Background: an optimization exercise with open tools, aiming at small area. Do not read the settings as production practice.
Function was checked by simulation only, so behaviour that the tests miss may differ from the original.
Power figures rest on the tool's default switching activity, not on a simulated workload.

===== flow/run.sh =====
#!/bin/bash
set -e
export BUFFER_PORTS_ARGS="-buffer_cell sky130_fd_sc_hd__buf_1"
export CTS_ARGS="-sink_clustering_enable -repair_clock_nets -dont_use_dummy_load -buf_list sky130_fd_sc_hd__clkbuf_16 -sink_clustering_size 64 -sink_clustering_max_diameter 500"
export SKIP_REPAIR_TIE_FANOUT=1
bash standard.sh > standard.log 2>&1

===== standard.sh =====
#!/bin/bash
# synth_recipe.tcl (not shown) runs the flow's synth.tcl, then flattens the netlist and writes it again
# the make line also repeats each setting of config.mk as NAME=value (left out here)
make -C /OpenROAD-flow-scripts/flow DESIGN_CONFIG=/design/flow/config.mk WORK_HOME=/design/flow/orfs CLKGATE_MAP_FILE= SYNTH_SCRIPT=/design/flow/synth_recipe.tcl "${@:-finish}"

===== design.v =====
module command_segments (
    input  wire [7:0]  pc,
    input  wire [2:0]  dens,
    output wire [50:0] o,
    output wire [7:0]  pc_start,   
    output wire [7:0]  pc_loop     
);
    assign pc_start = 8'd0;
    assign pc_loop  = 8'd135;
    command_rom u_rom (.pc0(pc[0]), .pc1(pc[1]), .pc2(pc[2]), .pc3(pc[3]), .pc4(pc[4]), .pc5(pc[5]), .pc6(pc[6]), .pc7(pc[7]), .dn0(dens[0]), .dn1(dens[1]), .dn2(dens[2]), .m(o[0]), .d(o[1]), .we(o[2]), .sp0(o[3]), .sp1(o[4]), .off0(o[5]), .off1(o[6]), .off2(o[7]), .off3(o[8]), .off4(o[9]), .off5(o[10]), .off6(o[11]), .off7(o[12]), .off8(o[13]), .dat0(o[14]), .dat1(o[15]), .dat2(o[16]), .dat3(o[17]), .dat4(o[18]), .dat5(o[19]), .dat6(o[20]), .dat7(o[21]), .dat8(o[22]), .dat9(o[23]), .dat10(o[24]), .dat11(o[25]), .dat12(o[26]), .dat13(o[27]), .dat14(o[28]), .dat15(o[29]), .dat16(o[30]), .dat17(o[31]), .dat18(o[32]), .dat19(o[33]), .dat20(o[34]), .dat21(o[35]), .dat22(o[36]), .dat23(o[37]), .dat24(o[38]), .dat25(o[39]), .dat26(o[40]), .dat27(o[41]), .dat28(o[42]), .dat29(o[43]), .dat30(o[44]), .dat31(o[45]), .rs0(o[46]), .rmw(o[47]), .eval(o[48]), .fin(o[49]), .l0(o[50]));
endmodule
module command_rom ( 
    pc0, pc1, pc2, pc3, pc4, pc5, pc6, pc7, dn0, dn1, dn2,
    m, d, we, sp0, sp1, off0, off1, off2, off3, off4, off5, off6, off7,
    off8, dat0, dat1, dat2, dat3, dat4, dat5, dat6, dat7, dat8, dat9,
    dat10, dat11, dat12, dat13, dat14, dat15, dat16, dat17, dat18, dat19,
    dat20, dat21, dat22, dat23, dat24, dat25, dat26, dat27, dat28, dat29,
    dat30, dat31, rs0, rmw, eval, fin, l0  );
  input  pc0, pc1, pc2, pc3, pc4, pc5, pc6, pc7, dn0, dn1, dn2;
  output m, d, we, sp0, sp1, off0, off1, off2, off3, off4, off5, off6, off7,
    off8, dat0, dat1, dat2, dat3, dat4, dat5, dat6, dat7, dat8, dat9,
    dat10, dat11, dat12, dat13, dat14, dat15, dat16, dat17, dat18, dat19,
    dat20, dat21, dat22, dat23, dat24, dat25, dat26, dat27, dat28, dat29,
    dat30, dat31, rs0, rmw, eval, fin, l0;
  wire new_n64, new_n65, new_n66, new_n67, new_n68, new_n69, new_n70,
    new_n71, new_n72, new_n73, new_n74, new_n75, new_n76, new_n77, new_n78,
    new_n79, new_n80, new_n81, new_n82, new_n83, new_n84, new_n85, new_n86,
    new_n87, new_n88, new_n89, new_n90, new_n91, new_n92, new_n93, new_n94,
    new_n95, new_n96, new_n97, new_n98, new_n99, new_n100, new_n101,
    new_n102, new_n103, new_n104, new_n105, new_n106, new_n107, new_n108,
    new_n109, new_n110, new_n111, new_n112, new_n113, new_n114, new_n115,
    new_n116, new_n117, new_n118, new_n119, new_n120, new_n121, new_n123,
    new_n124, new_n125, new_n126, new_n127, new_n128, new_n129, new_n130,
    new_n131, new_n132, new_n133, new_n134, new_n135, new_n136, new_n137,
    new_n138, new_n139, new_n140, new_n141, new_n143, new_n144, new_n145,
    new_n146, new_n147, new_n148, new_n149, new_n151, new_n152, new_n153,
    new_n154, new_n156, new_n157, new_n158, new_n159, new_n160, new_n161,
    new_n162, new_n163, new_n164, new_n165, new_n166, new_n167, new_n168,
    new_n169, new_n171, new_n172, new_n173, new_n174, new_n176, new_n177,
    new_n178, new_n179, new_n180, new_n181, new_n182, new_n183, new_n184,
    new_n185, new_n186, new_n187, new_n188, new_n189, new_n190, new_n191,
    new_n192, new_n193, new_n194, new_n195, new_n196, new_n197, new_n198,
    new_n199, new_n200, new_n201, new_n202, new_n203, new_n204, new_n205,
    new_n206, new_n207, new_n208, new_n209, new_n210, new_n211, new_n212,
    new_n213, new_n214, new_n215, new_n216, new_n217, new_n218, new_n219,
    new_n220, new_n221, new_n222, new_n223, new_n224, new_n225, new_n227,
    new_n228, new_n229, new_n230, new_n231, new_n232, new_n233, new_n234,
    new_n235, new_n236, new_n237, new_n238, new_n239, new_n240, new_n241,
    new_n242, new_n243, new_n244, new_n245, new_n246, new_n247, new_n248,
    new_n249, new_n250, new_n251, new_n252, new_n253, new_n254, new_n255,
    new_n256, new_n257, new_n258, new_n259, new_n260, new_n261, new_n262,
    new_n263, new_n264, new_n265, new_n266, new_n267, new_n268, new_n269,
    new_n271, new_n272, new_n273, new_n274, new_n275, new_n276, new_n277,
    new_n278, new_n279, new_n280, new_n281, new_n282, new_n283, new_n284,
    new_n285, new_n286, new_n287, new_n288, new_n289, new_n290, new_n291,
    new_n292, new_n293, new_n294, new_n295, new_n296, new_n297, new_n298,
    new_n299, new_n300, new_n301, new_n302, new_n303, new_n305, new_n306,
    new_n307, new_n308, new_n309, new_n310, new_n311, new_n312, new_n313,
    new_n314, new_n315, new_n316, new_n317, new_n318, new_n319, new_n320,
    new_n321, new_n322, new_n323, new_n324, new_n325, new_n326, new_n327,
    new_n328, new_n329, new_n330, new_n331, new_n332, new_n334, new_n335,
    new_n336, new_n337, new_n338, new_n339, new_n340, new_n341, new_n342,
    new_n343, new_n344, new_n345, new_n346, new_n347, new_n348, new_n349,
    new_n350, new_n351, new_n352, new_n353, new_n354, new_n355, new_n356,
    new_n357, new_n358, new_n359, new_n360, new_n361, new_n362, new_n363,
    new_n364, new_n365, new_n366, new_n367, new_n368, new_n369, new_n370,
    new_n372, new_n373, new_n374, new_n375, new_n376, new_n377, new_n378,
    new_n379, new_n380, new_n381, new_n382, new_n384, new_n385, new_n386,
    new_n387, new_n388, new_n389, new_n390, new_n391, new_n392, new_n393,
    new_n394, new_n396, new_n397, new_n398, new_n399, new_n400, new_n401,
    new_n402, new_n403, new_n404, new_n405, new_n406, new_n407, new_n408,
    new_n410, new_n411, new_n412, new_n413, new_n414, new_n415, new_n416,
    new_n417, new_n418, new_n420, new_n421, new_n422, new_n423, new_n424,
    new_n425, new_n426, new_n427, new_n428, new_n429, new_n430, new_n431,
    new_n432, new_n433, new_n434, new_n435, new_n436, new_n437, new_n438,
    new_n439, new_n440, new_n441, new_n442, new_n443, new_n444, new_n445,
    new_n446, new_n447, new_n448, new_n449, new_n450, new_n451, new_n452,
    new_n453, new_n454, new_n455, new_n456, new_n457, new_n458, new_n459,
    new_n460, new_n461, new_n462, new_n463, new_n464, new_n465, new_n466,
    new_n467, new_n468, new_n469, new_n471, new_n472, new_n473, new_n474,
    new_n475, new_n476, new_n477, new_n478, new_n479, new_n480, new_n481,
    new_n482, new_n483, new_n484, new_n485, new_n486, new_n487, new_n488,
    new_n489, new_n490, new_n491, new_n492, new_n493, new_n494, new_n495,
    new_n496, new_n497, new_n498, new_n499, new_n500, new_n501, new_n502,
    new_n503, new_n504, new_n505, new_n506, new_n507, new_n508, new_n509,
    new_n511, new_n512, new_n513, new_n514, new_n515, new_n516, new_n517,
    new_n518, new_n519, new_n520, new_n521, new_n522, new_n523, new_n524,
    new_n525, new_n526, new_n527, new_n528, new_n529, new_n530, new_n531,
    new_n532, new_n533, new_n534, new_n535, new_n536, new_n537, new_n538,
    new_n539, new_n540, new_n541, new_n542, new_n543, new_n544, new_n545,
    new_n546, new_n547, new_n548, new_n549, new_n550, new_n551, new_n552,
    new_n553, new_n554, new_n556, new_n557, new_n558, new_n559, new_n560,
    new_n561, new_n562, new_n563, new_n564, new_n565, new_n566, new_n567,
    new_n568, new_n569, new_n570, new_n571, new_n572, new_n573, new_n574,
    new_n575, new_n576, new_n577, new_n578, new_n579, new_n580, new_n582,
    new_n583, new_n584, new_n586, new_n587, new_n588, new_n589, new_n590,
    new_n591, new_n592, new_n593, new_n594, new_n595, new_n596, new_n597,
    new_n598, new_n599, new_n600, new_n601, new_n602, new_n603, new_n605,
    new_n606, new_n607, new_n608, new_n609, new_n610, new_n611, new_n612,
    new_n613, new_n614, new_n615, new_n616, new_n617, new_n618, new_n619,
    new_n620, new_n621, new_n622, new_n623, new_n624, new_n625, new_n626,
    new_n627, new_n628, new_n629, new_n630, new_n631, new_n632, new_n633,
    new_n635, new_n636, new_n637, new_n638, new_n639, new_n640, new_n641,
    new_n642, new_n643, new_n644, new_n645, new_n647, new_n648, new_n650,
    new_n651, new_n652, new_n653, new_n654, new_n655, new_n656, new_n657,
    new_n658, new_n659, new_n660, new_n661, new_n662, new_n663, new_n664,
    new_n665, new_n666, new_n667, new_n668, new_n669, new_n671, new_n672,
    new_n673, new_n674, new_n675, new_n676, new_n677, new_n678, new_n679,
    new_n680, new_n681, new_n682, new_n683, new_n684, new_n686, new_n687,
    new_n688, new_n689, new_n690, new_n691, new_n693, new_n694, new_n695,
    new_n696, new_n697, new_n698, new_n699, new_n700, new_n702, new_n703,
    new_n704, new_n705, new_n706, new_n707, new_n711, new_n712, new_n713,
    new_n714, new_n715, new_n716, new_n717, new_n718, new_n719, new_n720,
    new_n721, new_n722, new_n723, new_n724, new_n725, new_n726, new_n727,
    new_n728, new_n729, new_n730, new_n732, new_n733, new_n734, new_n735,
    new_n736, new_n737, new_n738, new_n739, new_n740, new_n741, new_n742,
    new_n743, new_n745, new_n746, new_n747, new_n748, new_n749, new_n750,
    new_n752, new_n754, new_n755, new_n756, new_n757, new_n758, new_n760,
    new_n761, new_n762, new_n763, new_n765, new_n766, new_n767, new_n768,
    new_n769, new_n770, new_n771, new_n772, new_n773, new_n775, new_n776,
    new_n777, new_n778, new_n779, new_n780, new_n782, new_n784, new_n785,
    new_n786, new_n787, new_n788, new_n789, new_n790, new_n791, new_n792,
    new_n794, new_n795, new_n796, new_n797, new_n798, new_n799, new_n800,
    new_n802, new_n803, new_n805, new_n807;
  assign new_n64 = ~pc0 & ~pc2;
  assign new_n65 = ~pc2 & ~pc3;
  assign new_n66 = pc1 & ~pc7;
  assign new_n67 = pc0 & ~new_n66;
  assign new_n68 = new_n65 & new_n67;
  assign new_n69 = ~new_n64 & ~new_n68;
  assign new_n70 = ~pc4 & pc6;
  assign new_n71 = ~pc4 & pc5;
  assign new_n72 = ~dn0 & ~dn1;
  assign new_n73 = ~dn2 & new_n72;
  assign new_n74 = new_n71 & new_n73;
  assign new_n75 = ~new_n70 & ~new_n74;
  assign new_n76 = ~new_n69 & new_n75;
  assign new_n77 = ~pc0 & ~pc1;
  assign new_n78 = pc0 & pc1;
  assign new_n79 = ~new_n73 & ~new_n78;
  assign new_n80 = ~new_n77 & ~new_n79;
  assign new_n81 = pc3 & pc7;
  assign new_n82 = ~new_n80 & new_n81;
  assign new_n83 = pc1 & pc7;
  assign new_n84 = ~pc3 & new_n83;
  assign new_n85 = pc2 & ~new_n84;
  assign new_n86 = ~new_n82 & new_n85;
  assign new_n87 = ~new_n76 & ~new_n86;
  assign new_n88 = pc5 & pc6;
  assign new_n89 = ~pc3 & new_n64;
  assign new_n90 = ~pc4 & ~new_n89;
  assign new_n91 = pc0 & pc2;
  assign new_n92 = ~pc5 & ~new_n91;
  assign new_n93 = ~new_n90 & new_n92;
  assign new_n94 = ~pc5 & ~pc6;
  assign new_n95 = pc1 & ~new_n94;
  assign new_n96 = pc4 & pc6;
  assign new_n97 = pc3 & ~pc7;
  assign new_n98 = ~new_n96 & new_n97;
  assign new_n99 = ~new_n95 & ~new_n98;
  assign new_n100 = ~new_n93 & new_n99;
  assign new_n101 = ~new_n88 & ~new_n100;
  assign new_n102 = pc0 & ~pc3;
  assign new_n103 = pc5 & new_n91;
  assign new_n104 = ~new_n70 & ~new_n103;
  assign new_n105 = new_n102 & ~new_n104;
  assign new_n106 = pc0 & ~pc1;
  assign new_n107 = new_n71 & new_n106;
  assign new_n108 = pc0 & ~pc6;
  assign new_n109 = pc4 & new_n108;
  assign new_n110 = ~pc6 & ~pc7;
  assign new_n111 = ~pc1 & pc2;
  assign new_n112 = new_n110 & new_n111;
  assign new_n113 = ~new_n109 & ~new_n112;
  assign new_n114 = ~new_n107 & new_n113;
  assign new_n115 = ~pc3 & new_n88;
  assign new_n116 = new_n77 & new_n115;
  assign new_n117 = pc7 & new_n89;
  assign new_n118 = ~new_n116 & ~new_n117;
  assign new_n119 = new_n114 & new_n118;
  assign new_n120 = ~new_n105 & new_n119;
  assign new_n121 = ~new_n101 & new_n120;
  assign m = new_n87 | ~new_n121;
  assign new_n123 = ~pc5 & ~pc7;
  assign new_n124 = ~pc4 & new_n123;
  assign new_n125 = ~pc6 & new_n124;
  assign new_n126 = ~pc4 & pc7;
  assign new_n127 = ~new_n125 & ~new_n126;
  assign new_n128 = new_n68 & ~new_n127;
  assign new_n129 = ~pc2 & pc3;
  assign new_n130 = pc7 & new_n129;
  assign new_n131 = pc5 & new_n96;
  assign new_n132 = ~new_n130 & ~new_n131;
  assign new_n133 = ~pc0 & pc1;
  assign new_n134 = pc2 & ~pc3;
  assign new_n135 = new_n133 & new_n134;
  assign new_n136 = ~pc1 & pc3;
  assign new_n137 = new_n91 & new_n136;
  assign new_n138 = pc3 & new_n64;
  assign new_n139 = ~new_n137 & ~new_n138;
  assign new_n140 = ~new_n135 & new_n139;
  assign new_n141 = ~new_n132 & ~new_n140;
  assign d = new_n128 | new_n141;
  assign new_n143 = pc3 & ~pc4;
  assign new_n144 = pc2 & new_n143;
  assign new_n145 = ~pc5 & new_n144;
  assign new_n146 = ~pc4 & new_n65;
  assign new_n147 = new_n123 & new_n146;
  assign new_n148 = ~new_n145 & ~new_n147;
  assign new_n149 = new_n102 & ~new_n148;
  assign dat13 = pc1 & new_n149;
  assign new_n151 = ~pc1 & ~pc2;
  assign new_n152 = pc3 & new_n126;
  assign new_n153 = ~new_n151 & new_n152;
  assign new_n154 = ~dat13 & ~new_n153;
  assign we = ~new_n94 | new_n154;
  assign new_n156 = pc1 & pc5;
  assign new_n157 = ~new_n65 & new_n96;
  assign new_n158 = new_n156 & new_n157;
  assign new_n159 = pc4 & ~pc6;
  assign new_n160 = new_n123 & new_n159;
  assign new_n161 = ~pc1 & ~pc4;
  assign new_n162 = pc7 & new_n161;
  assign new_n163 = ~new_n160 & ~new_n162;
  assign new_n164 = ~new_n158 & new_n163;
  assign new_n165 = ~pc3 & ~new_n91;
  assign new_n166 = new_n94 & ~new_n165;
  assign new_n167 = new_n110 & ~new_n156;
  assign new_n168 = new_n89 & new_n167;
  assign new_n169 = ~new_n166 & ~new_n168;
  assign sp0 = ~new_n164 | ~new_n169;
  assign new_n171 = pc1 & pc4;
  assign new_n172 = pc2 & new_n88;
  assign new_n173 = new_n171 & new_n172;
  assign new_n174 = new_n125 & new_n165;
  assign sp1 = new_n173 | new_n174;
  assign new_n176 = pc1 & ~pc4;
  assign new_n177 = new_n110 & new_n176;
  assign new_n178 = ~new_n65 & new_n177;
  assign new_n179 = ~new_n160 & ~new_n178;
  assign new_n180 = pc3 & pc5;
  assign new_n181 = ~pc2 & pc4;
  assign new_n182 = ~new_n144 & ~new_n181;
  assign new_n183 = new_n180 & ~new_n182;
  assign new_n184 = pc2 & new_n94;
  assign new_n185 = pc3 & new_n184;
  assign new_n186 = ~pc2 & ~pc6;
  assign new_n187 = ~pc5 & pc6;
  assign new_n188 = new_n161 & ~new_n187;
  assign new_n189 = ~new_n186 & new_n188;
  assign new_n190 = ~pc3 & pc4;
  assign new_n191 = pc1 & pc3;
  assign new_n192 = ~new_n190 & ~new_n191;
  assign new_n193 = new_n187 & ~new_n192;
  assign new_n194 = ~new_n189 & ~new_n193;
  assign new_n195 = ~new_n185 & new_n194;
  assign new_n196 = ~new_n183 & new_n195;
  assign new_n197 = ~new_n179 & new_n196;
  assign new_n198 = ~pc2 & new_n190;
  assign new_n199 = new_n110 & new_n198;
  assign new_n200 = new_n65 & new_n70;
  assign new_n201 = ~pc0 & ~new_n157;
  assign new_n202 = ~new_n200 & new_n201;
  assign new_n203 = ~new_n199 & new_n202;
  assign new_n204 = ~new_n197 & new_n203;
  assign new_n205 = pc5 & ~pc6;
  assign new_n206 = pc4 & new_n205;
  assign new_n207 = ~new_n125 & ~new_n206;
  assign new_n208 = new_n136 & ~new_n207;
  assign new_n209 = new_n134 & new_n206;
  assign new_n210 = new_n146 & new_n156;
  assign new_n211 = pc0 & ~new_n210;
  assign new_n212 = ~new_n209 & new_n211;
  assign new_n213 = ~new_n208 & new_n212;
  assign new_n214 = new_n196 & new_n213;
  assign new_n215 = ~new_n204 & ~new_n214;
  assign new_n216 = pc3 & pc4;
  assign new_n217 = pc6 & new_n216;
  assign new_n218 = ~pc2 & new_n217;
  assign new_n219 = new_n215 & ~new_n218;
  assign new_n220 = pc1 & new_n130;
  assign new_n221 = ~pc5 & new_n70;
  assign new_n222 = new_n129 & new_n221;
  assign new_n223 = ~new_n209 & ~new_n222;
  assign new_n224 = ~pc1 & ~new_n223;
  assign new_n225 = ~new_n220 & ~new_n224;
  assign off0 = new_n219 | ~new_n225;
  assign new_n227 = ~pc2 & new_n205;
  assign new_n228 = pc2 & pc3;
  assign new_n229 = ~pc3 & ~new_n94;
  assign new_n230 = ~new_n228 & ~new_n229;
  assign new_n231 = ~new_n227 & ~new_n230;
  assign new_n232 = ~pc7 & ~new_n231;
  assign new_n233 = ~new_n88 & ~new_n232;
  assign new_n234 = pc1 & pc6;
  assign new_n235 = new_n198 & new_n234;
  assign new_n236 = ~new_n70 & ~new_n159;
  assign new_n237 = new_n106 & ~new_n236;
  assign new_n238 = ~pc0 & pc2;
  assign new_n239 = pc6 & new_n238;
  assign new_n240 = ~new_n237 & ~new_n239;
  assign new_n241 = ~new_n235 & new_n240;
  assign new_n242 = ~new_n233 & ~new_n241;
  assign new_n243 = ~pc5 & new_n218;
  assign new_n244 = new_n161 & new_n238;
  assign new_n245 = new_n187 & new_n244;
  assign new_n246 = new_n65 & new_n78;
  assign new_n247 = new_n70 & new_n246;
  assign new_n248 = ~new_n245 & ~new_n247;
  assign new_n249 = new_n71 & new_n78;
  assign new_n250 = pc5 & new_n77;
  assign new_n251 = ~new_n249 & ~new_n250;
  assign new_n252 = new_n129 & ~new_n251;
  assign new_n253 = new_n248 & ~new_n252;
  assign new_n254 = ~new_n243 & new_n253;
  assign new_n255 = ~new_n81 & ~new_n162;
  assign new_n256 = ~new_n136 & ~new_n255;
  assign new_n257 = ~pc3 & new_n238;
  assign new_n258 = new_n70 & new_n257;
  assign new_n259 = ~new_n256 & ~new_n258;
  assign new_n260 = new_n133 & new_n160;
  assign new_n261 = new_n89 & new_n206;
  assign new_n262 = ~new_n260 & ~new_n261;
  assign new_n263 = new_n159 & new_n191;
  assign new_n264 = pc2 & ~new_n103;
  assign new_n265 = new_n263 & new_n264;
  assign new_n266 = new_n262 & ~new_n265;
  assign new_n267 = new_n259 & new_n266;
  assign new_n268 = ~new_n208 & new_n267;
  assign new_n269 = new_n254 & new_n268;
  assign off1 = new_n242 | ~new_n269;
  assign new_n271 = pc1 & ~new_n265;
  assign new_n272 = ~pc0 & ~pc3;
  assign new_n273 = pc5 & new_n272;
  assign new_n274 = ~pc4 & new_n205;
  assign new_n275 = ~new_n221 & ~new_n274;
  assign new_n276 = ~new_n273 & new_n275;
  assign new_n277 = ~new_n230 & new_n276;
  assign new_n278 = ~new_n271 & new_n277;
  assign new_n279 = new_n78 & new_n129;
  assign new_n280 = ~pc5 & new_n102;
  assign new_n281 = ~new_n96 & new_n280;
  assign new_n282 = ~new_n279 & ~new_n281;
  assign new_n283 = new_n66 & ~new_n282;
  assign new_n284 = ~new_n205 & new_n244;
  assign new_n285 = ~new_n133 & ~new_n143;
  assign new_n286 = new_n227 & ~new_n285;
  assign new_n287 = ~new_n284 & ~new_n286;
  assign new_n288 = ~new_n283 & new_n287;
  assign new_n289 = new_n134 & new_n171;
  assign new_n290 = ~new_n146 & ~new_n217;
  assign new_n291 = ~new_n289 & new_n290;
  assign new_n292 = pc0 & ~pc5;
  assign new_n293 = ~new_n291 & new_n292;
  assign new_n294 = ~pc2 & ~pc4;
  assign new_n295 = new_n187 & new_n294;
  assign new_n296 = ~new_n274 & ~new_n295;
  assign new_n297 = ~pc0 & pc7;
  assign new_n298 = new_n64 & new_n143;
  assign new_n299 = ~new_n297 & ~new_n298;
  assign new_n300 = new_n296 & new_n299;
  assign new_n301 = ~new_n161 & ~new_n300;
  assign new_n302 = ~new_n293 & ~new_n301;
  assign new_n303 = new_n288 & new_n302;
  assign off2 = new_n278 | ~new_n303;
  assign new_n305 = ~new_n77 & new_n218;
  assign new_n306 = ~pc1 & pc4;
  assign new_n307 = ~new_n187 & ~new_n306;
  assign new_n308 = new_n134 & ~new_n307;
  assign new_n309 = ~new_n305 & ~new_n308;
  assign new_n310 = pc4 & new_n78;
  assign new_n311 = ~new_n309 & ~new_n310;
  assign new_n312 = ~new_n70 & ~new_n198;
  assign new_n313 = new_n156 & ~new_n312;
  assign new_n314 = ~new_n184 & ~new_n313;
  assign new_n315 = pc5 & new_n133;
  assign new_n316 = ~new_n161 & ~new_n315;
  assign new_n317 = ~new_n314 & new_n316;
  assign new_n318 = new_n200 & new_n273;
  assign new_n319 = new_n134 & new_n274;
  assign new_n320 = ~pc0 & ~pc6;
  assign new_n321 = ~pc2 & ~new_n320;
  assign new_n322 = new_n71 & new_n136;
  assign new_n323 = ~new_n321 & new_n322;
  assign new_n324 = ~new_n319 & ~new_n323;
  assign new_n325 = ~new_n318 & new_n324;
  assign new_n326 = ~pc1 & ~pc3;
  assign new_n327 = pc7 & ~new_n326;
  assign new_n328 = new_n91 & new_n217;
  assign new_n329 = ~new_n327 & ~new_n328;
  assign new_n330 = ~new_n265 & new_n329;
  assign new_n331 = new_n325 & new_n330;
  assign new_n332 = ~new_n317 & new_n331;
  assign off3 = new_n311 | ~new_n332;
  assign new_n334 = new_n88 & new_n294;
  assign new_n335 = new_n65 & ~new_n88;
  assign new_n336 = new_n306 & new_n335;
  assign new_n337 = ~new_n334 & ~new_n336;
  assign new_n338 = ~pc3 & new_n77;
  assign new_n339 = pc3 & new_n156;
  assign new_n340 = pc0 & new_n339;
  assign new_n341 = ~new_n338 & ~new_n340;
  assign new_n342 = new_n70 & ~new_n341;
  assign new_n343 = ~pc3 & new_n221;
  assign new_n344 = new_n91 & new_n339;
  assign new_n345 = new_n190 & new_n297;
  assign new_n346 = new_n96 & new_n111;
  assign new_n347 = ~new_n345 & ~new_n346;
  assign new_n348 = ~new_n344 & new_n347;
  assign new_n349 = ~new_n343 & new_n348;
  assign new_n350 = ~new_n342 & new_n349;
  assign new_n351 = ~new_n337 & new_n350;
  assign new_n352 = ~new_n160 & ~new_n234;
  assign new_n353 = pc2 & ~new_n352;
  assign new_n354 = ~new_n71 & ~new_n353;
  assign new_n355 = ~pc2 & new_n77;
  assign new_n356 = pc3 & ~new_n355;
  assign new_n357 = ~new_n354 & new_n356;
  assign new_n358 = ~pc4 & ~new_n91;
  assign new_n359 = pc7 & ~new_n358;
  assign new_n360 = ~new_n157 & ~new_n359;
  assign new_n361 = new_n133 & ~new_n360;
  assign new_n362 = ~pc4 & ~new_n133;
  assign new_n363 = ~pc3 & ~new_n106;
  assign new_n364 = ~new_n362 & new_n363;
  assign new_n365 = pc7 & ~new_n364;
  assign new_n366 = new_n206 & new_n326;
  assign new_n367 = ~new_n199 & ~new_n366;
  assign new_n368 = ~new_n365 & new_n367;
  assign new_n369 = ~new_n361 & new_n368;
  assign new_n370 = ~new_n357 & new_n369;
  assign off4 = new_n351 | ~new_n370;
  assign new_n372 = new_n190 & ~new_n314;
  assign new_n373 = pc1 & pc2;
  assign new_n374 = new_n143 & new_n373;
  assign new_n375 = ~new_n172 & ~new_n374;
  assign new_n376 = new_n71 & ~new_n375;
  assign new_n377 = new_n106 & new_n187;
  assign new_n378 = new_n216 & new_n377;
  assign new_n379 = ~new_n366 & ~new_n378;
  assign new_n380 = new_n329 & new_n379;
  assign new_n381 = ~new_n376 & new_n380;
  assign new_n382 = new_n350 & new_n381;
  assign off5 = new_n372 | ~new_n382;
  assign new_n384 = pc3 & ~new_n187;
  assign new_n385 = ~new_n171 & ~new_n384;
  assign new_n386 = ~pc2 & new_n310;
  assign new_n387 = pc6 & new_n386;
  assign new_n388 = ~new_n385 & ~new_n387;
  assign new_n389 = ~pc7 & ~new_n388;
  assign new_n390 = ~new_n110 & ~new_n310;
  assign new_n391 = ~new_n209 & ~new_n216;
  assign new_n392 = ~new_n390 & new_n391;
  assign new_n393 = ~new_n338 & ~new_n392;
  assign new_n394 = ~new_n389 & new_n393;
  assign off6 = new_n343 | new_n394;
  assign new_n396 = new_n187 & new_n386;
  assign new_n397 = ~new_n190 & new_n396;
  assign new_n398 = new_n187 & new_n190;
  assign new_n399 = ~new_n238 & new_n398;
  assign new_n400 = ~new_n386 & new_n399;
  assign new_n401 = ~pc3 & ~new_n78;
  assign new_n402 = pc7 & ~new_n401;
  assign new_n403 = pc3 & new_n221;
  assign new_n404 = ~new_n65 & ~new_n306;
  assign new_n405 = new_n88 & ~new_n404;
  assign new_n406 = ~new_n403 & ~new_n405;
  assign new_n407 = ~new_n402 & new_n406;
  assign new_n408 = ~new_n400 & new_n407;
  assign off7 = new_n397 | ~new_n408;
  assign new_n410 = ~new_n171 & ~new_n216;
  assign new_n411 = ~new_n146 & new_n410;
  assign new_n412 = ~new_n77 & ~new_n198;
  assign new_n413 = ~new_n411 & new_n412;
  assign new_n414 = new_n88 & ~new_n413;
  assign new_n415 = new_n187 & ~new_n401;
  assign new_n416 = ~pc7 & ~new_n239;
  assign new_n417 = ~new_n415 & new_n416;
  assign new_n418 = pc4 & ~new_n417;
  assign off8 = new_n414 | new_n418;
  assign new_n420 = ~new_n129 & ~new_n136;
  assign new_n421 = ~new_n215 & new_n420;
  assign new_n422 = new_n73 & new_n206;
  assign new_n423 = new_n215 & ~new_n420;
  assign new_n424 = new_n422 & ~new_n423;
  assign new_n425 = ~new_n421 & new_n424;
  assign new_n426 = new_n110 & new_n420;
  assign new_n427 = ~new_n110 & ~new_n111;
  assign new_n428 = pc0 & ~new_n427;
  assign new_n429 = ~new_n426 & new_n428;
  assign new_n430 = new_n65 & new_n177;
  assign new_n431 = ~new_n263 & ~new_n430;
  assign new_n432 = ~new_n429 & new_n431;
  assign new_n433 = ~pc5 & ~new_n432;
  assign new_n434 = ~pc1 & new_n73;
  assign new_n435 = ~new_n320 & ~new_n434;
  assign new_n436 = ~pc0 & new_n73;
  assign new_n437 = ~pc3 & new_n206;
  assign new_n438 = ~new_n436 & new_n437;
  assign new_n439 = ~new_n145 & ~new_n438;
  assign new_n440 = ~new_n435 & ~new_n439;
  assign new_n441 = ~new_n77 & new_n200;
  assign new_n442 = new_n274 & new_n355;
  assign new_n443 = ~new_n359 & ~new_n442;
  assign new_n444 = ~new_n441 & new_n443;
  assign new_n445 = pc2 & ~new_n73;
  assign new_n446 = new_n340 & new_n445;
  assign new_n447 = ~pc0 & new_n336;
  assign new_n448 = ~new_n446 & ~new_n447;
  assign new_n449 = new_n444 & new_n448;
  assign new_n450 = ~new_n440 & new_n449;
  assign new_n451 = ~new_n433 & new_n450;
  assign new_n452 = dn0 & dn1;
  assign new_n453 = ~new_n72 & ~new_n452;
  assign new_n454 = pc1 & ~new_n453;
  assign new_n455 = ~pc0 & ~new_n72;
  assign new_n456 = ~pc4 & ~new_n455;
  assign new_n457 = ~new_n454 & new_n456;
  assign new_n458 = new_n187 & ~new_n457;
  assign new_n459 = ~new_n310 & ~new_n458;
  assign new_n460 = new_n129 & ~new_n459;
  assign new_n461 = new_n77 & new_n372;
  assign new_n462 = ~pc1 & new_n206;
  assign new_n463 = ~new_n173 & ~new_n462;
  assign new_n464 = new_n91 & ~new_n463;
  assign new_n465 = ~new_n396 & ~new_n464;
  assign new_n466 = new_n432 & ~new_n465;
  assign new_n467 = ~new_n461 & ~new_n466;
  assign new_n468 = ~new_n460 & new_n467;
  assign new_n469 = new_n451 & new_n468;
  assign dat0 = new_n425 | ~new_n469;
  assign new_n471 = pc2 & new_n73;
  assign new_n472 = new_n176 & new_n471;
  assign new_n473 = pc5 & new_n355;
  assign new_n474 = ~new_n310 & ~new_n473;
  assign new_n475 = ~new_n111 & new_n124;
  assign new_n476 = new_n73 & new_n103;
  assign new_n477 = ~new_n475 & ~new_n476;
  assign new_n478 = new_n474 & new_n477;
  assign new_n479 = ~new_n472 & new_n478;
  assign new_n480 = ~pc6 & ~new_n479;
  assign new_n481 = new_n315 & new_n445;
  assign new_n482 = ~new_n111 & new_n143;
  assign new_n483 = ~new_n384 & ~new_n482;
  assign new_n484 = new_n96 & new_n315;
  assign new_n485 = ~new_n483 & ~new_n484;
  assign new_n486 = ~new_n481 & new_n485;
  assign new_n487 = ~new_n480 & new_n486;
  assign new_n488 = pc2 & ~pc5;
  assign new_n489 = ~new_n126 & ~new_n488;
  assign new_n490 = ~new_n160 & new_n489;
  assign new_n491 = ~new_n221 & new_n490;
  assign new_n492 = new_n106 & ~new_n491;
  assign new_n493 = ~new_n106 & new_n334;
  assign new_n494 = pc3 & ~new_n334;
  assign new_n495 = ~new_n493 & ~new_n494;
  assign new_n496 = new_n206 & new_n445;
  assign new_n497 = new_n262 & ~new_n496;
  assign new_n498 = new_n495 & new_n497;
  assign new_n499 = ~new_n492 & new_n498;
  assign new_n500 = ~new_n487 & ~new_n499;
  assign new_n501 = ~dn2 & ~new_n453;
  assign new_n502 = new_n191 & ~new_n501;
  assign new_n503 = ~dn2 & new_n77;
  assign new_n504 = ~new_n502 & ~new_n503;
  assign new_n505 = new_n222 & ~new_n504;
  assign new_n506 = pc1 & new_n295;
  assign new_n507 = ~pc0 & new_n506;
  assign new_n508 = ~new_n505 & ~new_n507;
  assign new_n509 = new_n465 & new_n508;
  assign dat1 = new_n500 | ~new_n509;
  assign new_n511 = new_n73 & new_n462;
  assign new_n512 = new_n495 & ~new_n511;
  assign new_n513 = ~new_n151 & new_n187;
  assign new_n514 = ~new_n373 & new_n513;
  assign new_n515 = pc3 & ~new_n514;
  assign new_n516 = ~new_n512 & ~new_n515;
  assign new_n517 = new_n108 & new_n322;
  assign new_n518 = new_n445 & new_n517;
  assign new_n519 = pc6 & dn2;
  assign new_n520 = new_n64 & ~new_n519;
  assign new_n521 = ~pc4 & ~new_n520;
  assign new_n522 = ~pc5 & new_n136;
  assign new_n523 = ~new_n521 & new_n522;
  assign new_n524 = ~pc0 & new_n81;
  assign new_n525 = ~new_n523 & ~new_n524;
  assign new_n526 = ~new_n518 & new_n525;
  assign new_n527 = new_n78 & ~new_n115;
  assign new_n528 = ~new_n228 & ~new_n527;
  assign new_n529 = new_n96 & ~new_n528;
  assign new_n530 = pc4 & new_n446;
  assign new_n531 = ~new_n529 & ~new_n530;
  assign new_n532 = new_n526 & new_n531;
  assign new_n533 = ~new_n516 & new_n532;
  assign new_n534 = ~new_n216 & ~new_n496;
  assign new_n535 = ~pc0 & new_n309;
  assign new_n536 = ~new_n534 & new_n535;
  assign new_n537 = ~pc7 & ~new_n156;
  assign new_n538 = ~new_n471 & ~new_n537;
  assign new_n539 = new_n102 & new_n159;
  assign new_n540 = ~new_n538 & new_n539;
  assign new_n541 = new_n107 & new_n335;
  assign new_n542 = ~new_n181 & ~new_n541;
  assign new_n543 = ~pc0 & new_n187;
  assign new_n544 = ~new_n205 & ~new_n543;
  assign new_n545 = ~pc1 & ~new_n544;
  assign new_n546 = ~new_n542 & new_n545;
  assign new_n547 = pc7 & new_n78;
  assign new_n548 = new_n294 & new_n547;
  assign new_n549 = new_n144 & new_n315;
  assign new_n550 = new_n73 & new_n549;
  assign new_n551 = ~new_n548 & ~new_n550;
  assign new_n552 = ~new_n546 & new_n551;
  assign new_n553 = ~new_n540 & new_n552;
  assign new_n554 = ~new_n536 & new_n553;
  assign dat2 = ~new_n533 | ~new_n554;
  assign new_n556 = pc4 & new_n471;
  assign new_n557 = new_n315 & new_n556;
  assign new_n558 = new_n144 & new_n434;
  assign new_n559 = new_n64 & ~new_n503;
  assign new_n560 = new_n143 & ~new_n559;
  assign new_n561 = ~new_n137 & ~new_n386;
  assign new_n562 = ~pc5 & ~new_n561;
  assign new_n563 = pc6 & ~new_n210;
  assign new_n564 = ~new_n562 & new_n563;
  assign new_n565 = new_n560 & new_n564;
  assign new_n566 = new_n106 & new_n159;
  assign new_n567 = new_n183 & new_n566;
  assign new_n568 = ~new_n530 & ~new_n567;
  assign new_n569 = new_n108 & new_n148;
  assign new_n570 = new_n223 & new_n569;
  assign new_n571 = new_n568 & new_n570;
  assign new_n572 = ~new_n565 & ~new_n571;
  assign new_n573 = ~new_n558 & ~new_n572;
  assign new_n574 = ~new_n160 & new_n320;
  assign new_n575 = ~new_n374 & new_n574;
  assign new_n576 = ~new_n315 & new_n495;
  assign new_n577 = ~new_n180 & ~new_n576;
  assign new_n578 = new_n564 & ~new_n577;
  assign new_n579 = ~new_n575 & ~new_n578;
  assign new_n580 = ~new_n573 & new_n579;
  assign dat3 = new_n557 | new_n580;
  assign new_n582 = new_n216 & new_n315;
  assign new_n583 = ~new_n243 & ~new_n582;
  assign new_n584 = new_n564 & new_n583;
  assign rmw = new_n125 & new_n257;
  assign new_n586 = new_n73 & rmw;
  assign new_n587 = pc5 & ~new_n445;
  assign new_n588 = new_n191 & ~new_n587;
  assign new_n589 = new_n574 & ~new_n588;
  assign new_n590 = ~new_n586 & new_n589;
  assign new_n591 = ~new_n73 & new_n206;
  assign new_n592 = ~pc3 & ~new_n591;
  assign new_n593 = new_n111 & ~new_n216;
  assign new_n594 = ~new_n592 & new_n593;
  assign new_n595 = new_n108 & ~new_n594;
  assign new_n596 = ~new_n590 & ~new_n595;
  assign new_n597 = ~new_n584 & new_n596;
  assign new_n598 = new_n339 & new_n556;
  assign new_n599 = new_n176 & new_n273;
  assign new_n600 = new_n102 & new_n162;
  assign new_n601 = ~new_n524 & ~new_n600;
  assign new_n602 = ~new_n599 & new_n601;
  assign new_n603 = ~new_n598 & new_n602;
  assign dat4 = new_n597 | ~new_n603;
  assign new_n605 = ~pc6 & ~new_n73;
  assign new_n606 = ~new_n176 & ~new_n605;
  assign new_n607 = new_n89 & ~new_n606;
  assign new_n608 = pc2 & new_n217;
  assign new_n609 = new_n146 & new_n234;
  assign new_n610 = ~new_n608 & ~new_n609;
  assign new_n611 = ~new_n607 & new_n610;
  assign new_n612 = pc5 & ~new_n611;
  assign new_n613 = ~new_n73 & rmw;
  assign new_n614 = ~new_n73 & new_n549;
  assign new_n615 = ~new_n613 & ~new_n614;
  assign new_n616 = new_n106 & new_n209;
  assign new_n617 = new_n73 & new_n616;
  assign new_n618 = pc3 & ~new_n133;
  assign new_n619 = new_n94 & ~new_n272;
  assign new_n620 = ~new_n618 & new_n619;
  assign new_n621 = ~new_n83 & ~new_n620;
  assign new_n622 = new_n294 & ~new_n621;
  assign new_n623 = ~new_n617 & ~new_n622;
  assign new_n624 = new_n615 & new_n623;
  assign new_n625 = pc2 & new_n326;
  assign new_n626 = ~new_n246 & ~new_n625;
  assign new_n627 = ~pc5 & ~new_n626;
  assign new_n628 = ~new_n138 & ~new_n627;
  assign new_n629 = new_n96 & ~new_n628;
  assign new_n630 = ~pc1 & new_n243;
  assign new_n631 = ~new_n524 & ~new_n630;
  assign new_n632 = ~new_n629 & new_n631;
  assign new_n633 = new_n624 & new_n632;
  assign dat5 = new_n612 | ~new_n633;
  assign new_n635 = new_n187 & new_n246;
  assign new_n636 = ~new_n149 & ~new_n635;
  assign new_n637 = ~new_n70 & ~new_n636;
  assign new_n638 = new_n631 & ~new_n637;
  assign new_n639 = new_n115 & new_n133;
  assign new_n640 = new_n217 & new_n250;
  assign new_n641 = ~new_n639 & ~new_n640;
  assign new_n642 = ~new_n396 & new_n641;
  assign new_n643 = ~new_n616 & new_n642;
  assign new_n644 = new_n551 & new_n643;
  assign new_n645 = ~new_n612 & new_n644;
  assign dat6 = ~new_n638 | ~new_n645;
  assign new_n647 = ~new_n286 & ~new_n484;
  assign new_n648 = new_n592 & ~new_n647;
  assign dat7 = ~new_n638 | new_n648;
  assign new_n650 = new_n227 & new_n263;
  assign new_n651 = ~new_n436 & new_n650;
  assign new_n652 = ~new_n524 & ~new_n651;
  assign new_n653 = new_n138 & new_n591;
  assign new_n654 = new_n135 & new_n422;
  assign new_n655 = ~dn1 & ~dn2;
  assign new_n656 = pc3 & ~dn0;
  assign new_n657 = dn1 & new_n656;
  assign new_n658 = ~new_n655 & ~new_n657;
  assign new_n659 = new_n245 & ~new_n658;
  assign new_n660 = ~new_n654 & ~new_n659;
  assign new_n661 = ~new_n653 & new_n660;
  assign new_n662 = new_n652 & new_n661;
  assign new_n663 = ~new_n125 & ~new_n496;
  assign new_n664 = new_n102 & ~new_n663;
  assign new_n665 = pc3 & new_n355;
  assign new_n666 = ~new_n506 & ~new_n665;
  assign new_n667 = new_n458 & ~new_n666;
  assign new_n668 = new_n636 & ~new_n667;
  assign new_n669 = ~new_n664 & new_n668;
  assign dat8 = ~new_n662 | ~new_n669;
  assign new_n671 = ~new_n145 & ~new_n243;
  assign new_n672 = new_n77 & ~new_n671;
  assign new_n673 = ~new_n64 & ~new_n102;
  assign new_n674 = new_n462 & ~new_n673;
  assign new_n675 = new_n143 & new_n239;
  assign new_n676 = ~new_n674 & ~new_n675;
  assign new_n677 = ~new_n605 & ~new_n676;
  assign new_n678 = ~new_n73 & new_n289;
  assign new_n679 = ~new_n137 & ~new_n678;
  assign new_n680 = new_n206 & ~new_n679;
  assign new_n681 = ~new_n651 & ~new_n680;
  assign new_n682 = ~new_n677 & new_n681;
  assign new_n683 = ~new_n672 & new_n682;
  assign new_n684 = new_n508 & ~new_n637;
  assign dat9 = ~new_n683 | ~new_n684;
  assign new_n686 = pc1 & ~new_n605;
  assign new_n687 = ~new_n223 & new_n686;
  assign new_n688 = new_n138 & new_n422;
  assign new_n689 = new_n403 & new_n503;
  assign new_n690 = ~new_n688 & ~new_n689;
  assign new_n691 = new_n676 & new_n690;
  assign dat10 = new_n687 | ~new_n691;
  assign new_n693 = new_n135 & new_n206;
  assign new_n694 = ~new_n245 & ~new_n693;
  assign new_n695 = ~dn2 & ~new_n452;
  assign new_n696 = new_n187 & ~new_n695;
  assign new_n697 = ~new_n694 & ~new_n696;
  assign new_n698 = ~pc2 & new_n543;
  assign new_n699 = new_n411 & new_n698;
  assign new_n700 = ~new_n560 & new_n699;
  assign dat11 = new_n697 | new_n700;
  assign new_n702 = ~new_n541 & ~new_n567;
  assign new_n703 = new_n73 & ~new_n702;
  assign new_n704 = new_n65 & ~new_n77;
  assign new_n705 = ~new_n243 & ~new_n398;
  assign new_n706 = ~new_n704 & ~new_n705;
  assign new_n707 = ~new_n635 & ~new_n706;
  assign dat12 = new_n703 | ~new_n707;
  assign dat14 = dat13 | new_n567;
  assign dat15 = new_n102 & new_n295;
  assign new_n711 = ~new_n245 & ~new_n614;
  assign new_n712 = ~new_n689 & new_n711;
  assign new_n713 = new_n272 & new_n506;
  assign new_n714 = new_n712 & ~new_n713;
  assign new_n715 = new_n73 & new_n279;
  assign new_n716 = new_n77 & ~new_n228;
  assign new_n717 = ~new_n73 & new_n246;
  assign new_n718 = ~new_n716 & ~new_n717;
  assign new_n719 = ~new_n715 & new_n718;
  assign new_n720 = new_n206 & ~new_n719;
  assign new_n721 = pc0 & new_n295;
  assign new_n722 = ~new_n200 & new_n721;
  assign new_n723 = new_n80 & new_n722;
  assign new_n724 = ~new_n73 & ~new_n452;
  assign new_n725 = new_n723 & ~new_n724;
  assign new_n726 = pc2 & new_n695;
  assign new_n727 = new_n517 & ~new_n726;
  assign new_n728 = ~new_n530 & ~new_n727;
  assign new_n729 = ~new_n725 & new_n728;
  assign new_n730 = ~new_n720 & new_n729;
  assign dat16 = ~new_n714 | ~new_n730;
  assign new_n732 = pc2 & new_n436;
  assign new_n733 = ~new_n78 & ~new_n732;
  assign new_n734 = new_n437 & ~new_n733;
  assign new_n735 = ~new_n326 & ~new_n434;
  assign new_n736 = ~new_n502 & new_n735;
  assign new_n737 = new_n721 & ~new_n736;
  assign new_n738 = ~pc0 & new_n136;
  assign new_n739 = new_n206 & new_n738;
  assign new_n740 = ~new_n650 & ~new_n739;
  assign new_n741 = ~new_n518 & new_n740;
  assign new_n742 = ~new_n737 & new_n741;
  assign new_n743 = ~new_n734 & new_n742;
  assign dat17 = ~new_n714 | ~new_n743;
  assign new_n745 = pc2 & new_n517;
  assign new_n746 = new_n453 & new_n745;
  assign new_n747 = new_n77 & new_n437;
  assign new_n748 = ~new_n541 & ~new_n747;
  assign new_n749 = ~new_n723 & new_n748;
  assign new_n750 = ~new_n746 & new_n749;
  assign dat18 = ~new_n712 | ~new_n750;
  assign new_n752 = ~new_n549 & new_n694;
  assign dat30 = pc4 & new_n344;
  assign new_n754 = pc0 & ~new_n73;
  assign new_n755 = ~dn1 & new_n136;
  assign new_n756 = new_n295 & new_n755;
  assign new_n757 = ~new_n754 & new_n756;
  assign new_n758 = ~dat30 & ~new_n757;
  assign dat19 = ~new_n752 | ~new_n758;
  assign new_n760 = ~new_n453 & new_n745;
  assign new_n761 = new_n520 & new_n756;
  assign new_n762 = ~new_n614 & ~new_n761;
  assign new_n763 = ~new_n760 & new_n762;
  assign dat20 = ~new_n568 | ~new_n763;
  assign new_n765 = new_n217 & new_n488;
  assign new_n766 = ~new_n550 & ~new_n765;
  assign new_n767 = ~pc5 & ~new_n73;
  assign new_n768 = new_n77 & new_n200;
  assign new_n769 = ~new_n767 & new_n768;
  assign new_n770 = pc2 & ~new_n695;
  assign new_n771 = new_n517 & ~new_n770;
  assign new_n772 = ~new_n769 & ~new_n771;
  assign new_n773 = new_n766 & new_n772;
  assign dat21 = new_n530 | ~new_n773;
  assign new_n775 = ~new_n442 & ~new_n598;
  assign new_n776 = new_n618 & ~new_n775;
  assign new_n777 = new_n177 & new_n257;
  assign new_n778 = new_n111 & new_n343;
  assign new_n779 = ~new_n777 & ~new_n778;
  assign new_n780 = ~new_n567 & new_n779;
  assign dat22 = new_n776 | ~new_n780;
  assign new_n782 = ~new_n104 & new_n326;
  assign dat23 = ~new_n296 & new_n782;
  assign new_n784 = new_n655 & new_n722;
  assign new_n785 = ~new_n295 & new_n441;
  assign new_n786 = ~new_n784 & ~new_n785;
  assign new_n787 = ~new_n191 & ~new_n786;
  assign new_n788 = new_n651 & ~new_n754;
  assign new_n789 = new_n248 & ~new_n541;
  assign new_n790 = ~new_n654 & new_n789;
  assign new_n791 = ~new_n788 & new_n790;
  assign new_n792 = ~new_n725 & new_n791;
  assign dat24 = new_n787 | ~new_n792;
  assign new_n794 = ~new_n675 & ~new_n693;
  assign new_n795 = new_n786 & new_n794;
  assign new_n796 = pc1 & ~dn0;
  assign new_n797 = pc3 & ~new_n796;
  assign new_n798 = new_n721 & ~new_n797;
  assign new_n799 = ~new_n651 & ~new_n739;
  assign new_n800 = ~new_n798 & new_n799;
  assign dat25 = ~new_n795 | ~new_n800;
  assign new_n802 = ~new_n688 & ~new_n721;
  assign new_n803 = pc1 & ~new_n802;
  assign dat26 = ~new_n795 | new_n803;
  assign new_n805 = new_n504 & ~new_n786;
  assign dat27 = new_n245 | new_n805;
  assign new_n807 = pc2 & ~new_n78;
  assign dat31 = new_n343 & new_n807;
  assign eval = new_n228 & new_n547;
  assign fin = pc7 & new_n310;
  assign l0 = new_n84 & new_n91;
  assign dat28 = 1'b0;
  assign dat29 = 1'b0;
  assign rs0 = ~pc2;
endmodule
module phy_training_engine (
    input  wire        clk,
    input  wire        ld_s0,
    input  wire        ld_w,
    input  wire [31:0] rdata,
    output reg  [31:0] s0,
    output wire        pred
);
    reg [4:0]  win;
    wire [16:0] b, bh;
    wire [15:0] d, dh;
    assign b[0]  = 1'b0;
    assign bh[0] = 1'b0;
    genvar i;
    generate
        for (i = 0; i < 16; i = i + 1) begin : g_b
            assign d[i]    = rdata[i] ^ s0[i] ^ b[i];
            assign b[i+1]  = (~rdata[i] & s0[i]) | (~(rdata[i] ^ s0[i]) & b[i]);
            assign dh[i]   = rdata[16+i] ^ s0[16+i] ^ bh[i];
            assign bh[i+1] = (~rdata[16+i] & s0[16+i]) | (~(rdata[16+i] ^ s0[16+i]) & bh[i]);
        end
    endgenerate
    wire h_zero = ~|dh[15:1] & ~bh[16];             
    wire h_ones = &dh & bh[16];                     
    wire hz = ~|d[15:3] & h_zero & (b[16] ? dh[0] : ~dh[0]);
    wire ho = &d[15:3] & (b[16] ? (h_zero & ~dh[0]) : h_ones);
    wire in_pos = hz && (d[2:0] <= 3'd4);
    wire in_neg = ho && d[2];
    wire signed [3:0] off = {ho, d[2:0]};
    wire [4:0] ok;
    genvar k;
    generate
        for (k = 0; k < 5; k = k + 1) begin : g_w
            assign ok[k] = (in_pos | in_neg) && (off >= k - 4) && (off <= k);
        end
    endgenerate
    always @(posedge clk) begin
        if (ld_s0) begin
            s0  <= rdata;
            win <= 5'b11111;
        end else if (ld_w) begin
            win <= win & ok;
        end
    end
    assign pred = !s0[7] && (|win);
endmodule
module ddr_controller_init_fsm (
    input  wire        clk,
    input  wire        rst,
    input  wire        start,
    input  wire [2:0]  density,
    output wire        busy,
    output wire        done,
    output wire        converged,
    output wire        err,
    output wire [3:0]  err_code,
    output wire [6:0]  attempts,
    output wire [31:0] status,
    output wire        m_req,
    output wire        m_we,
    output wire [31:0] m_addr,
    output wire [31:0] m_wdata,
    input  wire [31:0] m_rdata,
    input  wire        m_ack,
    output wire        d_req,
    output wire [31:0] d_ns,
    input  wire        d_done
);
    reg        busy_r, done_r, err_r, conv_r;
    reg  [2:0] dens;
    reg  [6:0] attempt;
    reg  [7:0] pc;
    wire [50:0] o;
    wire [7:0]  pc_start, pc_loop;
    command_segments u_seg (.pc(pc), .dens(dens), .o(o), .pc_start(pc_start), .pc_loop(pc_loop));
    wire        c_m   = o[0];
    wire        c_d   = o[1];
    wire        c_we  = o[2];
    wire [1:0]  c_sp  = o[4:3];
    wire [8:0]  c_off = o[13:5];
    wire [31:0] c_data = o[45:14];
    wire        c_rs0 = o[46];
    wire        c_rmw = o[47];
    wire        c_eval = o[48];
    wire        c_fin = o[49];
    wire        c_l0  = o[50];
    wire        xfer_m = m_req & m_ack;
    wire        xfer   = xfer_m | (d_req & d_done) | (busy_r & ~c_m & ~c_d);
    wire        pred;
    wire [31:0] s0;
    phy_training_engine u_trn (
        .clk(clk),
        .ld_s0(xfer_m & c_rs0),
        .ld_w (xfer_m & ~c_rs0),
        .rdata(m_rdata),
        .s0(s0),
        .pred(pred)
    );
    wire [7:0] pc_inc;
    wire [6:0] att_inc;
    genvar gi;
    generate
        for (gi = 0; gi < 8; gi = gi + 1) begin : g_pci
            if (gi == 0) begin : g0
                assign pc_inc[gi] = ~pc[gi];
            end else begin : gn
                assign pc_inc[gi] = pc[gi] ^ (&pc[gi-1:0]);
            end
        end
        for (gi = 0; gi < 7; gi = gi + 1) begin : g_ati
            if (gi == 0) begin : g0
                assign att_inc[gi] = ~attempt[gi];
            end else begin : gn
                assign att_inc[gi] = attempt[gi] ^ (&attempt[gi-1:0]);
            end
        end
    endgenerate
    wire eval_exit = pred | (attempt == 7'd100);
    always @(posedge clk) begin
        if (rst) begin
            busy_r  <= 1'b0;
            done_r  <= 1'b0;
            err_r   <= 1'b0;
            conv_r  <= 1'b0;
            dens    <= 3'd0;
            attempt <= 7'd0;
        end else if (!busy_r) begin
            if (start && !done_r && !err_r) begin
                dens <= density;
                pc   <= pc_start;
                if (density > 3'd4) err_r  <= 1'b1;
                else                busy_r <= 1'b1;
            end
        end else if (xfer) begin
            if (c_l0) attempt <= att_inc;
            if (c_eval) conv_r <= pred;
            if (c_fin) begin
                busy_r <= 1'b0;
                done_r <= 1'b1;
            end
            pc <= (c_eval && !eval_exit) ? pc_loop : pc_inc;
        end
    end
    assign m_req   = busy_r & c_m;
    assign d_req   = busy_r & c_d;
    assign m_we    = c_we;
    assign m_addr  = {6'b010000, c_sp, 13'd0, c_off, 2'b00};
    assign m_wdata = c_data | ({s0[31:6], 2'b00, s0[3:0]} & {32{c_rmw}});
    assign d_ns    = c_data;
    assign busy      = busy_r;
    assign done      = done_r;
    assign converged = conv_r;
    assign err       = err_r;
    assign err_code  = {3'b000, err_r};
    assign attempts  = attempt;
    assign status    = {8'd0, 3'b000, err_r, 1'b0, dens, done_r, 1'b0, done_r, 1'b0,
                        1'b0, attempt, err_r, conv_r, done_r, busy_r};
endmodule

===== constraint.sdc =====
create_clock -name core_clock -period 10.0 [get_ports {clk}]
set_input_delay 2.0000 -clock core_clock [delete_from_list [all_inputs] [get_ports {clk}]]
set_output_delay 2.0000 -clock core_clock [all_outputs]
set_load 0.01 [all_outputs]

===== config.mk =====
export PLATFORM = sky130hd
export DESIGN_NAME = ddr_controller_init_fsm
export DESIGN_NICKNAME = ddr_controller_init_fsm
export VERILOG_FILES = /design/flow/design.v
export SDC_FILE = /design/flow/constraint.sdc
export NUM_CORES = 4
export LEC_CHECK = 0
export ABC_AREA = 1
export CAP_MARGIN = 20
export CORE_MARGIN = 2
export CORE_UTILIZATION = 40
export SLEW_MARGIN = 20

==> results of run 1 <==
==> state kept, by name (all words and copies together), names as in the netlist, 3 cells and up <==
| name | flops |
|---|---|
| attempt | 7 |
| u_trn.win | 5 |
| u_trn.s0 | 32 |
| pc | 8 |
| dens | 3 |
==> report_power, final <==
part / switching [mW] / internal (mW)
Clock: 0.102 / 0.157
Sequential: 0.0108 / 0.278
Combinational: 0.269 / 0.0944
Total: 0.383 / 0.529
==> cells in the mapped netlist (3+ instances only) <==
cell type  instances  share of area
nand2_1          211           0.11
inv_1            149          0.079
nor2_1           129          0.068
buf_4            106           0.11
o21ai_0           70          0.049
nand3_1           51          0.036
a21oi_1           43          0.030
edfxtp_1          40           0.17
fa_1              30          0.084
nor3_1            30          0.021
o211ai_1          23          0.024
dfxtp_1           19          0.054
nand4_1           19          0.017
ha_1              18          0.032
o22ai_1           18          0.016
buf_2             15          0.011
a31oi_1            9         0.0079
a211oi_1           8         0.0084
nor4_1             7         0.0062
clkbuf_1           6         0.0032
o21bai_1           5         0.0053
a2111oi_0          4         0.0049
nor2_2             4         0.0035
buf_1              3         0.0016
nand2_2            3         0.0026
nand3b_1           3         0.0032
o2111ai_1          3         0.0037
o31ai_1            3         0.0032
xnor2_1            3         0.0037
xor2_1             3         0.0037
==> cell families after synthesis <==
group	count (synthesis)	synth area share
and+or+nand+nor	467	0.281
buffers and inverters	283	0.210
AOI/OAI and AO/OA	194	0.162
DFF	59	0.222
adders and majority gates	48	0.116
xor gates and xnor gates	6	0.00739
other	2	0.00106
==> worst reg2reg max path, delay by kind of cell, from the launching register on <==
family / cells / cell delay [ps]
buffers and inverters: 1 / 70
DFF: 1 / 360
adders and majority gates: 16 / 6170
and+or+nand+nor: 12 / 970
==> path summary, 6_finish.rpt <==
path	from	end	slack, ps	depth (start not counted)
worst min register to register	u_trn.win[3]	u_trn.win[3]	450	2
worst max-delay path	m_rdata[16]	u_trn.win[3]	890	31
worst min-delay path	u_trn.win[3]	u_trn.win[3]	450	2
worst max register to register	u_trn.s0[16]	u_trn.win[3]	2330	29
==> layout make-up <==
| cell class | instances | area (µm²) |
|---|---|---|
| diodes | 1 | 2.50 |
| repair buffers | 154 | 616 |
| fillers | 1918 | 10100 |
| inverters | 150 | 563 |
| well taps | 225 | 282 |
| clock buffers | 9 | 225 |
| flip-flops and latches | 59 | 1580 |
| multi-input cells | 717 | 4030 |
==> per-layer routing <==
metal	track usage	up-vias	wire length, µm
li1	-	3462	-
met1	0.482	3601	13400
met2	0.513	655	13900
met3	0.0901	136	4060
met4	0.201	0	2100
met5	0	-	0
==> per-stage QoR <==
stage / hold slack [ps] / instances / utilization / setup slack (ps)
2_1_floorplan: 419 / 1059 / - / 1120
3_3_place_gp: 439 / 1305 / 0.408 / 697
3_5_place_dp: 440 / 1305 / 0.408 / 572
4_1_cts: 452 / 1314 / 0.421 / 945
5_1_grt: 477 / 1314 / 0.421 / 587
6_report: 451 / 1315 / 0.421 / 885
==> results.toml, run 1 <==
[die]
initial_core_util = 0.410
die_y_um = 137
core_um2 = 17400
io_pins = 186
die_x_um = 137
dieArea_um2 = 18900
rows = 48

[worst_setup_path]
critPathKind = "input port to flop"
cp.arrival_ps = 9340
slowest_stage = "fa_1"
crit_top_cell = "fa_1"
cp-start-kind = "input port"
crit_path_end_kind = "flop"
cp.required_ps = 10230
cpLargestDelayFamily = "adder cells"
critPathMaxStageDelay_ps = 460
path_max_fanout = 4
crit_buf_inv = 3

[logic_synthesis]
synth.yosys.seq_area_share = 0.222
yosysUniqueCellTypes = 46
postSynthNetCount = 1147
synth-edff-count = 40
ys_warn_count = 2
syn_area_per_cell_um2 = 6.71
synth_ff_type = "edfxtp_1"
ys_ff_latch = 59
syn_inst = 1059
synthArstFlopShare = 0
synth_area_um2 = 7110

[timing]
rsz0062_at_grt = "no"
finalSetupViolCount = 0
hold_viol = 0
period_share = 0.911
drv_slew = 0
fin_crit_ps = 9110
worstMarginPinSlew_ps = 1050
tns_ps = 0
relSlewSlack = 0.293
fin_worst_skew_ps = 20.1
fmax_mhz = 110

[grt]
overflow = 0
grt_pass1_vias = 7189
grt_usage = 0.356
grt_max_degree = 41
grt_first_pass_wirelength_um = 47400
antenna_found_initial = 1

[pwr]
vdd_ir_drop_max_mv = 0.0775
p_per_area_nw_per_um2 = 125
p_total_mw = 0.912
leakagePower_nw = 3.21

[clock_network]
cts-root-buf = "clkbuf_16"
postCtsHoldBufs = 0
clock_latency_ps = 340
clockBufferDepth = 2
htreeDepth = 3
numCtsBuffers = 9
cts_setup_buffers = 0
cts_tree = "yes"
clock_sinks = 59
clk_pin_slew_ps = 50
ctsResizeCount = 0

[finish]
layout_commonest_cell = "nand2_1"
area_growth_pct = 2.75
drive_gt1_frac = 0.0312
final_cell_area_um2 = 7300
final_cell_mix = "nand2_1, inv_1, buf_1"
nets = 1179

[routing]
antenna_left = 0
drc = 0
viasPerCell = 5.97
drt_iter0_markers = 1067
post_drt_wl_per_cell_um = 25.4
via_count = 7854
drtPass1Iterations = 7
wl_um = 33400

[outcome]
outcome = "timing/DRC/antenna clean"

[worst_hold_path]
hold_path_class = "flop to flop"

[placed_design]
placed_cell_area_um2 = 7080
dpl.hpwl_um = 26200
routabilityCongestion = 1.05
port_buffers = 144

[run]
maxCapViolCount = 0
==> run 2, diff against run 1 <==
==> flow/run.sh (replaced) <==
#!/bin/bash
set -e
export BUFFER_PORTS_ARGS="-buffer_cell sky130_fd_sc_hd__buf_1"
export CTS_ARGS="-sink_clustering_enable -repair_clock_nets -dont_use_dummy_load -buf_list sky130_fd_sc_hd__clkbuf_8 -sink_clustering_size 30 -sink_clustering_max_diameter 100"
export SKIP_REPAIR_TIE_FANOUT=1
bash standard.sh > standard.log 2>&1
==> run 2 against run 1 <==
  * Still clean on timing, DRC and antenna
  * Global-route usage fell by 0.086 points
  * Fmax rose by 0.20%
  * Total power fell by 9.5%
  * Flip-flop and latch count did not move
  * Critical path depth did not move
  * Core utilization fell by 0.60 points
  * Via count fell by 0.50%
  * Synthesized cell count did not move
  * Clock-buffer cell count did not move
  * Cell count barely moved
  * Critical path type unchanged
  * Largest power group unchanged
==> results.toml, run 2 <==
[logic_synthesis]
yosysTopAreaCell = "edfxtp_1"
ys_top_cells_by_area = "edfxtp_1, buf_4, nand2_1"
synth-edff-count = 40
syn_area_per_cell_um2 = 6.71
ys_ff_latch = 59
ys_warn_count = 2
synthArstFlopShare = 0
postSynthNetCount = 1147
synth.top_cells.by_count = "nand2_1, inv_1, nor2_1"
synthSimpleGateAreaFrac = 0.281
yosys-mux-area-fraction = 0
syn_inst = 1059
synthAdderAreaFrac = 0.116
synth_area_um2 = 7110
synth_compound_area_frac = 0.162
synthXorXnorAreaFrac = 0.00739
synth.most_common_cell = "nand2_1"
netlist.area_leader.share = 0.169
synth_ff_type = "edfxtp_1"
yosysUniqueCellTypes = 46
synth.yosys.seq_area_share = 0.222
synth_top_family_by_area = "simple AND/OR/NAND/NOR gates"

[routing]
via_count = 7815
drtPass1Iterations = 6
drc = 0
antenna_left = 0
wl_um = 33300
viasPerCell = 5.95
drt_iter0_markers = 1137
post_drt_wl_per_cell_um = 25.4

[pwr]
p_per_area_nw_per_um2 = 115
leakagePower_nw = 3.17
p_total_mw = 0.826
vdd_ir_drop_max_mv = 0.0761

[timing]
drv_slew = 0
period_share = 0.910
worstMarginPinSlew_ps = 1090
fmax_mhz = 110
fin_worst_skew_ps = 34.6
tns_ps = 0
relSlewSlack = 0.268
worst_slack_ps = 903
hold_viol = 0
fin_crit_ps = 9100
finalSetupViolCount = 0
rsz0062_at_grt = "no"

[worst_hold_path]
hold_path_class = "flop to flop"
worstHoldPathCells = 2

[clock_network]
postCtsHoldBufs = 0
clk_pin_slew_ps = 70
clockBufferDepth = 2
clock_sinks = 59
clock_latency_ps = 370
numCtsBuffers = 9
cts_tree = "yes"
htreeDepth = 3
ctsResizeCount = 0
cts_setup_buffers = 0
cts-root-buf = "clkbuf_8"

[die]
initial_core_util = 0.410
io_pins = 186
die_x_um = 137
die_y_um = 137
core_um2 = 17400
rows = 48
dieArea_um2 = 18900

[worst_setup_path]
cp-start-kind = "input port"
crit_path_end_kind = "flop"
cp.arrival_ps = 9350
path_max_fanout = 4
critPathMaxStageDelay_ps = 460
cp.required_ps = 10250
reg2reg_depth = 29
slowest_stage = "fa_1"
crit_top_cell = "fa_1"
critPathKind = "input port to flop"

[finish]
final_core_util = 0.415
multi_input_area_um2 = 4030
final_cell_mix = "nand2_1, inv_1, buf_1"
layout_commonest_cell = "nand2_1"
largest_reg_flops = 32
area_growth_pct = 1.28
drive_gt1_frac = 0.0312
reg_top3 = "u_trn.s0 (32), pc (8), attempt (7)"
num-fill-cells = 1931
top_register = "u_trn.s0"
diodes = 0
regArea_um2 = 1580
nets = 1179

[grt]
grt_usage = 0.355
grt_first_pass_wirelength_um = 47400
grt_max_degree = 41
antenna_found_initial = 0
grt_pass1_vias = 7201
overflow = 0

[placed_design]
port_buffers = 144
dp_worst_setup_slack_ps = 572
routabilityCongestion = 1.05
dpl.hpwl_um = 26200

[outcome]
outcome = "timing/DRC/antenna clean"

[run]
maxCapViolCount = 0
==> run 2: changes by cell type in the layout (fill, tap and decap cells not counted), sizes merged <==
cell	previous run	this run
diode	1	0
==> run 2: final timing paths <==
path                startpoint            to  slack, ps
hold / removal    u_trn.win[3]  u_trn.win[3]        450
hold reg to reg   u_trn.win[3]  u_trn.win[3]        450
setup / recovery   m_rdata[16]  u_trn.win[3]        900
setup reg to reg  u_trn.s0[16]  u_trn.win[3]       2310
==> run 2: cell families after synthesis <==
family / after synthesis
AO/OA/AOI/OAI: 194
other: 2
buffers and inverters: 283
XOR/XNOR: 6
flip-flops: 59
AND/OR/NAND/NOR: 467
adder cells (fa/ha/maj): 48
==> run 2: stage by stage <==
stage | cells | hold slack (ps) | cell area [µm²]
2_1_floorplan | 1059 | 419 | 7110
3_3_place_gp | 1305 | 439 | 7080
3_5_place_dp | 1305 | 440 | 7080
4_1_cts | 1314 | 455 | 7200
5_1_grt | 1314 | 480 | 7200
6_report | 1314 | 451 | 7200
==> run 2: final cells by class <==
class,count,share of cell area
Clock buffer,9,0.0172
Multi-Input combinational cell,717,0.560
Inverter,150,0.0782
Tap cell,225,0.0391
Timing Repair Buffer,154,0.0855
Sequential cell,59,0.220
==> run 2: per-layer routing <==
layer | up-vias | track usage | routed length, µm
li1 | 3454 | - | -
met1 | 3624 | 0.486 | 13600
met2 | 601 | 0.511 | 13900
met3 | 136 | 0.0843 | 3710
met4 | 0 | 0.199 | 2150
met5 | - | 0 | 0
==> run 2: report_power, final <==
group          switching [mW]  internal [mW]  total, mW
Sequential             0.0105          0.277      0.288
Combinational           0.269         0.0943      0.364
Clock                  0.0941         0.0800      0.174
Total                   0.374          0.452      0.826
==> run 2: worst max-delay path: cells and delay by family <==
family,cells,cell delay [ps]
adder cells (fa/ha/maj),16,6150
buffers and inverters,3,220
AND/OR/NAND/NOR,12,970

## re-timing with driven ports
How much do the figures lean on ideal ports? The routed layouts below were timed once more, with nothing changed but the port constraints.
Step 1, drivers: a clkbuf_16 drives clk and a buf_2 each remaining input, both assumed.
Step 2 adds t to the input delays and takes it off the output delays; t is the mean of the earliest and latest rising clock arrival at the registers after step 1. Input paths then give back, and output paths get back, about the clock's delay inside the block.
Three values: ideal, step 1, step 2; two values: the first two.
run | t (ns) | setup WS [ns] | hold WS [ns] | clock arrival spread, ns | worst data-port slew with drivers (ns)
run 1 | 0.375 | 0.885 / 0.912 / 0.537 | 0.451 / 0.451 / 0.451 | 0.020 / 0.020 | 0.04
run 2 | 0.387 | 0.903 / 0.921 / 0.535 | 0.451 / 0.451 / 0.451 | 0.035 / 0.035 | 0.04
After both steps setup and hold are still met in every run listed. For run 2, which loses most, drivers alone change the setup slack by +0.018 ns; drivers and shift together by -0.368 ns.
